This design comes from an exercise in tuning for small area, a short achievable clock period and few clock cycles on the open sky130 flow, not from production work.
Only simulation tests tie the RTL to the original design; equivalence was not proved.
Power and IR drop assume default switching activity.

==> flow/design.v <==
module intcode_core (
    input  wire        clk,
    input  wire        rst,         
    input  wire        cmd_valid,
    output wire        cmd_ready,
    input  wire [3:0]  cmd_op,
    input  wire [15:0] cmd_a,
    input  wire [15:0] cmd_b,
    input  wire [15:0] cmd_c,
    input  wire [15:0] cmd_d,
    output reg         rsp_valid,
    output reg  [2:0]  rsp_code,
    output reg  [31:0] rsp_data
);
    localparam MEM_MAX = 64;
    localparam C_LOAD = 4'd0, C_PATCH = 4'd1, C_RUN = 4'd2, C_RESULT = 4'd3,
               C_PEEK = 4'd4, C_GET = 4'd5, C_SETRANGE = 4'd6, C_SEARCH = 4'd7;
    localparam R_DONE = 3'd0, R_REFUSED = 3'd1, R_HALTED = 3'd2, R_FAULTED = 3'd3,
               R_FOUND = 3'd4, R_NOTFOUND = 3'd5, R_VALUE = 3'd6, R_INVALID = 3'd7;
    localparam ST_RUNNING = 2'd0, ST_HALTED = 2'd1, ST_FAULTED = 2'd2;
    localparam SS_IDLE = 2'd0, SS_SEARCHING = 2'd1, SS_FOUND = 2'd2, SS_NOTFOUND = 2'd3;
    localparam F_BADOP = 3'd1, F_SHORT = 3'd2, F_OOB = 3'd3, F_OVF = 3'd4, F_PATCH = 3'd5;
    localparam S_IDLE    = 4'd0,  S_LOADW   = 4'd1,
               S_OP      = 4'd2,  S_A       = 4'd3,  S_B = 4'd4, S_D = 4'd5,
               S_X       = 4'd6,  S_Y       = 4'd7,
               S_RESTORE = 4'd8,  S_P1      = 4'd9,  S_P2 = 4'd10, S_CMP = 4'd11;
    reg [15:0] mem  [0:MEM_MAX-1];
    reg [15:0] base [0:MEM_MAX-1];
    reg [6:0]  mem_len, base_len, ip;
    reg [1:0]  state, sstate;
    reg [2:0]  fcause;
    reg [15:0] finfo;
    reg [1:0]  fslot;
    reg [15:0] target, noun, verb, noun_lo, noun_hi, verb_lo, verb_hi;
    reg [22:0] answer;
    reg [31:0] sfcnt;
    reg [3:0]  ctl;
    reg        searching;    
    reg [6:0]  ld_idx;
    reg [1:0]  op;           
    reg [15:0] a_pos, b_pos, d_pos, x;
    assign cmd_ready = (ctl == S_IDLE) || (ctl == S_LOADW);
    wire accept = cmd_valid && cmd_ready;
    reg  [6:0] rd_addr;
    always @(*) begin
        case (ctl)
            S_OP:    rd_addr = ip;
            S_A:     rd_addr = ip + 7'd1;
            S_B:     rd_addr = ip + 7'd2;
            S_D:     rd_addr = ip + 7'd3;
            S_X:     rd_addr = a_pos[6:0];
            S_Y:     rd_addr = b_pos[6:0];
            S_IDLE:  rd_addr = (cmd_op == C_PEEK) ? cmd_a[6:0] : 7'd0;
            default: rd_addr = 7'd0;
        endcase
    end
    wire [15:0] rd_data = mem[rd_addr[5:0]];
    wire [16:0] sum  = {1'b0, x} + {1'b0, rd_data};
    wire [31:0] prod = x * rd_data;
    wire        ovf  = (op == 2'd1) ? sum[16] : (prod[31:16] != 16'd0);
    wire [15:0] res  = (op == 2'd1) ? sum[15:0] : prod[15:0];
    wire last_verb = (verb == verb_hi);
    wire last_cand = last_verb && (noun == noun_hi);
    reg [31:0] get_val;
    always @(*) begin
        case (cmd_a)
            16'd0:  get_val = {25'd0, mem_len};
            16'd1:  get_val = {25'd0, ip};
            16'd2:  get_val = {30'd0, state};
            16'd3:  get_val = {29'd0, fcause};
            16'd4:  get_val = {16'd0, finfo};
            16'd5:  get_val = {30'd0, fslot};
            16'd6:  get_val = {25'd0, base_len};
            16'd7:  get_val = {16'd0, target};
            16'd8:  get_val = {16'd0, noun};
            16'd9:  get_val = {16'd0, verb};
            16'd10: get_val = {16'd0, noun_lo};
            16'd11: get_val = {16'd0, noun_hi};
            16'd12: get_val = {16'd0, verb_lo};
            16'd13: get_val = {16'd0, verb_hi};
            16'd14: get_val = {30'd0, sstate};
            16'd15: get_val = {9'd0, answer};
            16'd16: get_val = sfcnt;
            default: get_val = 32'd0;
        endcase
    end
    reg        wr_en;
    reg [5:0]  wr_addr;
    reg [15:0] wr_data;
    reg        base_wr, restore;
    integer i;
    always @(posedge clk) begin
        if (restore) begin
            for (i = 0; i < MEM_MAX; i = i + 1)
                mem[i] <= base[i];
        end else if (wr_en) begin
            mem[wr_addr] <= wr_data;
        end
        if (base_wr)
            base[wr_addr] <= wr_data;
    end
    task automatic fault(input [2:0] cause, input [15:0] info, input [1:0] slot);
        begin
            state  <= ST_FAULTED;
            fcause <= cause;
            finfo  <= info;
            fslot  <= slot;
        end
    endtask
    task automatic respond(input [2:0] code, input [31:0] data);
        begin
            rsp_valid <= 1'b1;
            rsp_code  <= code;
            rsp_data  <= data;
        end
    endtask
    task automatic run_end(input halted);
        begin
            if (searching) ctl <= S_CMP;
            else begin
                respond(halted ? R_HALTED : R_FAULTED, 32'd0);
                ctl <= S_IDLE;
            end
        end
    endtask
    always @(*) begin
        wr_en   = 1'b0;
        wr_addr = 6'd0;
        wr_data = 16'd0;
        base_wr = 1'b0;
        restore = 1'b0;
        case (ctl)
            S_IDLE: if (accept && cmd_op == C_PATCH && state == ST_RUNNING &&
                        cmd_a < {9'd0, mem_len}) begin
                wr_en   = 1'b1;
                wr_addr = cmd_a[5:0];
                wr_data = cmd_b;
            end
            S_LOADW: if (accept) begin
                wr_en   = 1'b1;
                base_wr = 1'b1;
                wr_addr = ld_idx[5:0];
                wr_data = cmd_a;
            end
            S_RESTORE: restore = 1'b1;
            S_P1: if (mem_len > 7'd1) begin
                wr_en   = 1'b1;
                wr_addr = 6'd1;
                wr_data = noun;
            end
            S_P2: if (mem_len > 7'd2) begin
                wr_en   = 1'b1;
                wr_addr = 6'd2;
                wr_data = verb;
            end
            S_Y: if (!ovf) begin
                wr_en   = 1'b1;
                wr_addr = d_pos[5:0];
                wr_data = res;
            end
            default: ;
        endcase
    end
    always @(posedge clk) begin
        if (rst) begin
            ctl       <= S_IDLE;
            rsp_valid <= 1'b0;
            rsp_code  <= R_DONE;
            rsp_data  <= 32'd0;
            mem_len   <= 7'd0;
            base_len  <= 7'd0;
            ip        <= 7'd0;
            state     <= ST_RUNNING;
            fcause    <= 3'd0;
            finfo     <= 16'd0;
            fslot     <= 2'd0;
            target    <= 16'd0;
            noun      <= 16'd0;
            verb      <= 16'd0;
            noun_lo   <= 16'd0;
            noun_hi   <= 16'd99;
            verb_lo   <= 16'd0;
            verb_hi   <= 16'd99;
            sstate    <= SS_IDLE;
            answer    <= 23'd0;
            sfcnt     <= 32'd0;
            searching <= 1'b0;
            ld_idx    <= 7'd0;
        end else begin
            rsp_valid <= 1'b0;
            case (ctl)
                S_IDLE: if (accept) begin
                    case (cmd_op)
                        C_LOAD:
                            if (cmd_a > MEM_MAX) respond(R_REFUSED, 32'd0);
                            else begin
                                mem_len  <= cmd_a[6:0];
                                base_len <= cmd_a[6:0];
                                ip       <= 7'd0;
                                state    <= ST_RUNNING;
                                fcause   <= 3'd0;
                                finfo    <= 16'd0;
                                fslot    <= 2'd0;
                                sstate   <= SS_IDLE;
                                target   <= 16'd0;
                                noun     <= 16'd0;
                                verb     <= 16'd0;
                                answer   <= 23'd0;
                                sfcnt    <= 32'd0;
                                ld_idx   <= 7'd0;
                                if (cmd_a == 16'd0) respond(R_DONE, 32'd0);
                                else ctl <= S_LOADW;
                            end
                        C_PATCH:
                            if (state != ST_RUNNING) respond(R_REFUSED, 32'd0);
                            else if (cmd_a >= {9'd0, mem_len}) begin
                                fault(F_PATCH, cmd_a, 2'd0);
                                respond(R_FAULTED, 32'd0);
                            end else respond(R_DONE, 32'd0);
                        C_RUN:
                            if (state != ST_RUNNING) respond(R_REFUSED, 32'd0);
                            else begin
                                searching <= 1'b0;
                                ctl       <= S_OP;
                            end
                        C_RESULT:
                            if (state == ST_HALTED) respond(R_VALUE, {16'd0, rd_data});
                            else respond(R_INVALID, 32'd0);
                        C_PEEK:
                            if (cmd_a < {9'd0, mem_len}) respond(R_VALUE, {16'd0, rd_data});
                            else respond(R_REFUSED, 32'd0);
                        C_GET:
                            respond(R_VALUE, get_val);
                        C_SETRANGE: begin
                            noun_lo <= cmd_a;
                            noun_hi <= cmd_b;
                            verb_lo <= cmd_c;
                            verb_hi <= cmd_d;
                            respond(R_DONE, 32'd0);
                        end
                        C_SEARCH: begin
                            target <= cmd_a;
                            answer <= 23'd0;
                            sfcnt  <= 32'd0;
                            if (noun_lo > noun_hi || verb_lo > verb_hi) begin
                                sstate <= SS_NOTFOUND;
                                respond(R_NOTFOUND, 32'd0);
                            end else begin
                                sstate    <= SS_SEARCHING;
                                searching <= 1'b1;
                                noun      <= noun_lo;
                                verb      <= verb_lo;
                                ctl       <= S_RESTORE;
                            end
                        end
                        default: respond(R_REFUSED, 32'd0);
                    endcase
                end
                S_LOADW: if (accept) begin
                    ld_idx <= ld_idx + 7'd1;
                    if (ld_idx + 7'd1 == mem_len) begin
                        respond(R_DONE, 32'd0);
                        ctl <= S_IDLE;
                    end
                end
                S_OP:
                    if (ip >= mem_len) begin
                        fault(F_SHORT, 16'd0, 2'd0);
                        run_end(1'b0);
                    end else if (rd_data == 16'd99) begin
                        state <= ST_HALTED;
                        run_end(1'b1);
                    end else if (rd_data != 16'd1 && rd_data != 16'd2) begin
                        fault(F_BADOP, rd_data, 2'd0);
                        run_end(1'b0);
                    end else if (ip + 7'd3 >= mem_len) begin
                        fault(F_SHORT, {9'd0, mem_len - ip}, 2'd0);
                        run_end(1'b0);
                    end else begin
                        op  <= rd_data[1:0];
                        ctl <= S_A;
                    end
                S_A: begin
                    a_pos <= rd_data;
                    ctl   <= S_B;
                end
                S_B: begin
                    b_pos <= rd_data;
                    ctl   <= S_D;
                end
                S_D: begin
                    d_pos <= rd_data;
                    if (a_pos >= {9'd0, mem_len}) begin
                        fault(F_OOB, a_pos, 2'd1);
                        run_end(1'b0);
                    end else if (b_pos >= {9'd0, mem_len}) begin
                        fault(F_OOB, b_pos, 2'd2);
                        run_end(1'b0);
                    end else if (rd_data >= {9'd0, mem_len}) begin
                        fault(F_OOB, rd_data, 2'd3);
                        run_end(1'b0);
                    end else
                        ctl <= S_X;
                end
                S_X: begin
                    x   <= rd_data;
                    ctl <= S_Y;
                end
                S_Y:
                    if (ovf) begin
                        fault(F_OVF, 16'd0, 2'd0);
                        run_end(1'b0);
                    end else begin
                        ip  <= ip + 7'd4;
                        ctl <= S_OP;
                    end
                S_RESTORE: begin
                    mem_len <= base_len;
                    ip      <= 7'd0;
                    state   <= ST_RUNNING;
                    fcause  <= 3'd0;
                    finfo   <= 16'd0;
                    fslot   <= 2'd0;
                    ctl     <= S_P1;
                end
                S_P1:
                    if (mem_len <= 7'd1) begin
                        fault(F_PATCH, 16'd1, 2'd0);
                        ctl <= S_CMP;
                    end else
                        ctl <= S_P2;
                S_P2:
                    if (mem_len <= 7'd2) begin
                        fault(F_PATCH, 16'd2, 2'd0);
                        ctl <= S_CMP;
                    end else
                        ctl <= S_OP;
                S_CMP:
                    if (state == ST_HALTED && rd_data == target) begin
                        answer    <= noun * 23'd100 + {7'd0, verb};
                        sstate    <= SS_FOUND;
                        searching <= 1'b0;
                        respond(R_FOUND, {9'd0, noun * 23'd100 + {7'd0, verb}});
                        ctl       <= S_IDLE;
                    end else begin
                        if (state == ST_FAULTED) sfcnt <= sfcnt + 32'd1;
                        if (last_cand) begin
                            sstate    <= SS_NOTFOUND;
                            searching <= 1'b0;
                            respond(R_NOTFOUND, 32'd0);
                            ctl       <= S_IDLE;
                        end else begin
                            if (last_verb) begin
                                noun <= noun + 16'd1;
                                verb <= verb_lo;
                            end else
                                verb <= verb + 16'd1;
                            ctl <= S_RESTORE;
                        end
                    end
                default: ctl <= S_IDLE;
            endcase
        end
    end
endmodule
==> flow/run.sh <==
#!/bin/bash
# synth_recipe.tcl (not shown) runs the flow's synth.tcl, then flattens the netlist and writes it again
# the make line also repeats each setting of config.mk as NAME=value (left out here)
make -C /OpenROAD-flow-scripts/flow DESIGN_CONFIG=/design/flow/config.mk WORK_HOME=/design/flow/orfs CLKGATE_MAP_FILE= SYNTH_SCRIPT=/design/flow/synth_recipe.tcl finish
==> flow/config.mk <==
export PLATFORM = sky130hd
export DESIGN_NAME = intcode_core
export DESIGN_NICKNAME = intcode_core
export VERILOG_FILES = /design/flow/design.v
export SDC_FILE = /design/flow/constraint.sdc
export NUM_CORES = 4
export LEC_CHECK = 0
export CAP_MARGIN = 20
export CORE_MARGIN = 2
export CORE_UTILIZATION = 40
export SLEW_MARGIN = 20
==> flow/constraint.sdc <==
create_clock -name core_clock -period 20.0 [get_ports {clk}]
set_input_delay 4.0000 -clock core_clock [delete_from_list [all_inputs] [get_ports {clk}]]
set_output_delay 4.0000 -clock core_clock [all_outputs]
set_load 0.01 [all_outputs]
==> run notes <==
-- cell usage after synthesis, drive strengths merged, types with 64 or more instances --
master	n
edfxtp	2104
mux2	1014
nand2	636
clkbuf	483
inv	380
nor2	348
o21ai	344
a21oi	339
ha	267
dfxtp	259
a22oi	213
mux2i	208
fa	207
buf	184
nand3	164
and2	136
a311oi	123
a32oi	101
o22ai	95
xor2	84
a211oi	76
xnor2	76
nand2b	71
and3	68
nor4	64
-- critical path: cells and delay by family --
kind	cells	cell delay (ns)
AND/OR/NAND/NOR	15	8.01
AO/OA/AOI/OAI	6	1.96
adder cells (fa/ha/maj)	7	3.26
buffers and inverters	10	2.13
-- area by class of cell --
class,count,area share (%)
clock buffers,343,5.61
flip-flops and latches,2363,52.5
repair buffers,471,3.19
diodes,11,0.0211
well taps,3762,3.61
multi-input cells,5280,33.0
inverters,380,1.10
clock inverters,125,0.988
-- through the flow --
| step | std cells | cell area [µm²] | utilization [%] | hold slack (ns) | total power, µW |
|---|---|---|---|---|---|
| floorplan | 8690 | 115000 | - | 0.432 | 6760 |
| global placement | 12300 | 122000 | 42.5 | 0.441 | 7380 |
| detailed placement | 12300 | 122000 | 42.5 | 0.448 | 7360 |
| CTS | 12700 | 130000 | 45.6 | 0.457 | 12300 |
| global route | 12700 | 130000 | 45.6 | 0.474 | 12700 |
| finish | 12700 | 130000 | 45.6 | 0.455 | 12200 |
-- registers in the layout, indices dropped and copies added (netlist names), 6 cells and up --
signal,count
b_pos,16
mem,1024
target,16
d_pos,6
verb,16
noun_hi,16
base,1024
verb_hi,16
sfcnt,32
base_len,7
finfo,16
mem_len,7
rsp_data,32
a_pos,16
answer,23
noun,16
noun_lo,16
x,16
verb_lo,16
ld_idx,7
-- how the worst max path moves through the flow --
| stage | cells past startpoint | slack, ns | end | start |
|---|---|---|---|---|
| after global placement | 37 | 0.78 | base[26][4]$_DFFE_PP_ | cmd_op[1] |
| after detailed placement | 38 | 0.49 | base[58][11]$_DFFE_PP_ | cmd_op[1] |
| after CTS | 38 | 1.40 | base[58][11]$_DFFE_PP_ | cmd_op[1] |
| after global routing | 37 | 0.58 | base[2][8]$_DFFE_PP_ | cmd_op[1] |
| final | 38 | 1.03 | base[58][2]$_DFFE_PP_ | cmd_op[1] |
| after floorplan | 41 | 4.26 | mem[40][0]$_DFFE_PP_ | cmd_op[3] |
-- cells in the final DEF (no fill, tap or decap), drive strengths merged, types with 84 or more instances in the layout --
cell type and count:
mux2i 208, o22ai 95, mux2 1014, xor2 84
clkinv 84, o21ai 344, clkdlybuf4s50 106, dfxtp 259
nand3 164, buf 365, a32oi 101, nand2 636
clkbuf 343, and2 136, edfxtp 2104, inv 389
a311oi 123, fa 207, ha 267, a21oi 339
a22oi 213, nor2 348
-- power groups by stage --
stage	clock, µW	combinational [µW]	sequential, µW
5_1_grt	5160	2170	5340
4_1_cts	4980	1940	5340
3_3_place_gp	0	1940	5440
3_5_place_dp	0	1920	5440
2_1_floorplan	0	1330	5430
6_report	4920	1960	5340
-- cells by family after synthesis --
logic type,after synthesis,synth area share [%]
multiplexers,1231,11.9
other,2,0.00652
flip-flops,2363,59.4
adder cells (fa/ha/maj),474,6.50
AO/OA/AOI/OAI,1693,10.0
AND/OR/NAND/NOR,1720,7.28
buffers and inverters,1047,3.70
XOR/XNOR,160,1.22
-- layer usage --
layer	part of all wire, %	up-vias
met5	0.014	-
met4	5.0	8
met3	9.8	816
met2	44	4363
met1	41	39300
li1	-	33000
==> results.ini <==
[synth]
ff_latch_count_synth = 2363
post_synth_main_area_contributors = sky130_fd_sc_hd__edfxtp_1 (55%), sky130_fd_sc_hd__mux2_2 (9.8%), sky130_fd_sc_hd__dfxtp_1 (4.5%)
synth_top_cell_area_share_pct = 54.9
yosysUniqueCellTypes = 109
ys.warnings.count = 1
synth-edff-count = 2104
syn_area_um2 = 115000
synth.yosys.seq_area_share_pct = 59.4
synth_area_per_cell_um2 = 13.2
netlist_instances = 8690
synth_ff_type = sky130_fd_sc_hd__edfxtp_1
syn-num-nets = 9235
synth_top_cell_by_area = sky130_fd_sc_hd__edfxtp_1
ys_async_sr_fraction_pct = 0

[worst_hold_path]
whs_path_depth = 2
start_point_of_the_worst_hold_path = answer[16]$_SDFFE_PP0P_
worst_hold_path.endpoint = answer[16]$_SDFFE_PP0P_
min-delay-path-class = flop to flop

[floorplanning]
design.die.area_um2 = 292000
top_level_ports = 108
placeableCoreArea_um2 = 286000
chipHeight_um = 540
die_span_x_um = 540
start_util_pct = 40.3
num_rows = 196

[global_routing]
grt_util_met3_pct = 5.40
grt_usage_pct = 26.2
largest_net_degree_at_the_start_of_global_routing = 129
grt_pass1_vias = 74700
grt_pass1_wl_mm = 559
grt.overflow.total = 0
grt-busiest-layer = met2
grt_util_met2_pct = 39.7
grt.met1_usage_pct = 36.2
grt_antenna_before_repair = 15

[worst_setup_path]
worst_ep_required_time_ns = 20.51
cpMostUsedCell = sky130_fd_sc_hd__fa_1
end_kind = flop
launching_element_type_of_the_critical_path = primary input
worst_ep_arrival_time_ns = 19.48
crit-reg2reg-launch = ctl[3]$_SDFFE_PP0P_
path_class = primary input to flop
delay_contributed_by_the_slowest_stage_of_the_critical_path_ns = 0.95
critical_register_to_register_path_endpoint = base[58][2]$_DFFE_PP_
timing.critical_path.slowest_stage_cell = sky130_fd_sc_hd__nand2_1
crit_path_max_fanout = 49
path_depth_of_the_worst_reg2reg_path = 42
setup.reg_to_reg.worst_slack_ns = 4.36

[clock_tree]
clock_sink_count = 2363
clockBufferDepth = 4
cts_max_level = 5
cts_hold_buf = 0
cts-resized-gates = 0
post-cts-setup-buffer-count = 0
worst_skew_pair.late_latency_ns = 0.88
clk_root_buffer_cell = sky130_fd_sc_hd__clkbuf_16
tritoncts = built
clkSlewWorstSetupHoldPaths_ns = 0.06
tritoncts.num_buffers = 269

[timing]
timing.final.crit_period_ns = 18.97
max_freq_ghz = 0.0527
finalSetupViolations = 0
post-route-worst-setup-slack_ns = 1.03
slew-limit-headroom_pct = 2.66
timing.setup.tns_ns = 0
final-max-slew-violation-count = 0
grt_setup_unrepaired = no
timing_worst_slew_pin_value_ns = 1.46
share_of_the_clock_period_used_by_the_worst_path_after_layout_pct = 94.8
clock_skew_ns = 0.0720
finalHoldViolations = 0

[placed_design]
port_buffers = 107
place_congestion = 1.02
place_worst_setup_slack_ns = 0.486
place_hpwl_mm = 258

[layout]
regArea_um2 = 68400
layout-drive-gt1-share_pct = 20.8
layout.nets = 9310
layout-area-overhead-vs-synth_pct = 13.1
n_fill_cell = 25200
total_area_of_multi_input_combinational_cells_um2 = 43000

[run]
maxCapViolations = 0

[power]
ir_drop_v = 0.000104
p_seq_share_pct = 43.7
power.clock.fraction_pct = 40.3
combinationalPowerShare_pct = 16.0
p_switching_uw = 3280
power_report.internal_total_uw = 8930
pwr_density_cell_nw_per_um2 = 93.8
power.static_leakage_uw = 0.0452
power.share.switching_pct = 26.9

[status]
status = no timing/DRC/antenna violations

[detailed_routing]
drt-total-wl_mm = 392
via_per_inst = 6.09
route.antenna.remaining_nets = 0
dr.first_iter.drc_count = 9898
detailroute.via_count = 77500
route.detailed.wl_per_inst_um = 30.8
drt-pass1-iter-count = 9
route.detailed.drc = 0

Testbench counts, summed over its fixed seeds: cycles 182,134.

[static timing again, ports no longer ideal]
How much do the figures lean on ideal ports? The routed layout below was timed once more, with nothing changed but the port constraints. Step 1 sets driving cells, clkbuf_16 on the clock port and buf_2 on the other inputs (assumed; they add their load-dependent delay and slew). Step 2, shift: input delay + t, output delay - t, t = (earliest + latest rising clock arrival at the registers) / 2. This alone moves slack from input paths to output paths. a / b / c = ideal / step 1 / step 2; a / b = the first two.
t, ns: 0.952
slack for setup (ns): 1.033 / 1.054 / 0.103
worst setup path after step 2: input to register
clock arrival spread, ns: 0.072 / 0.073
worst register clock-pin slew, ns: 0.07 / 0.07
After both steps setup and hold are still met in this run. For this run, drivers alone change the setup slack by +0.021 ns; drivers and shift together by -0.930 ns.
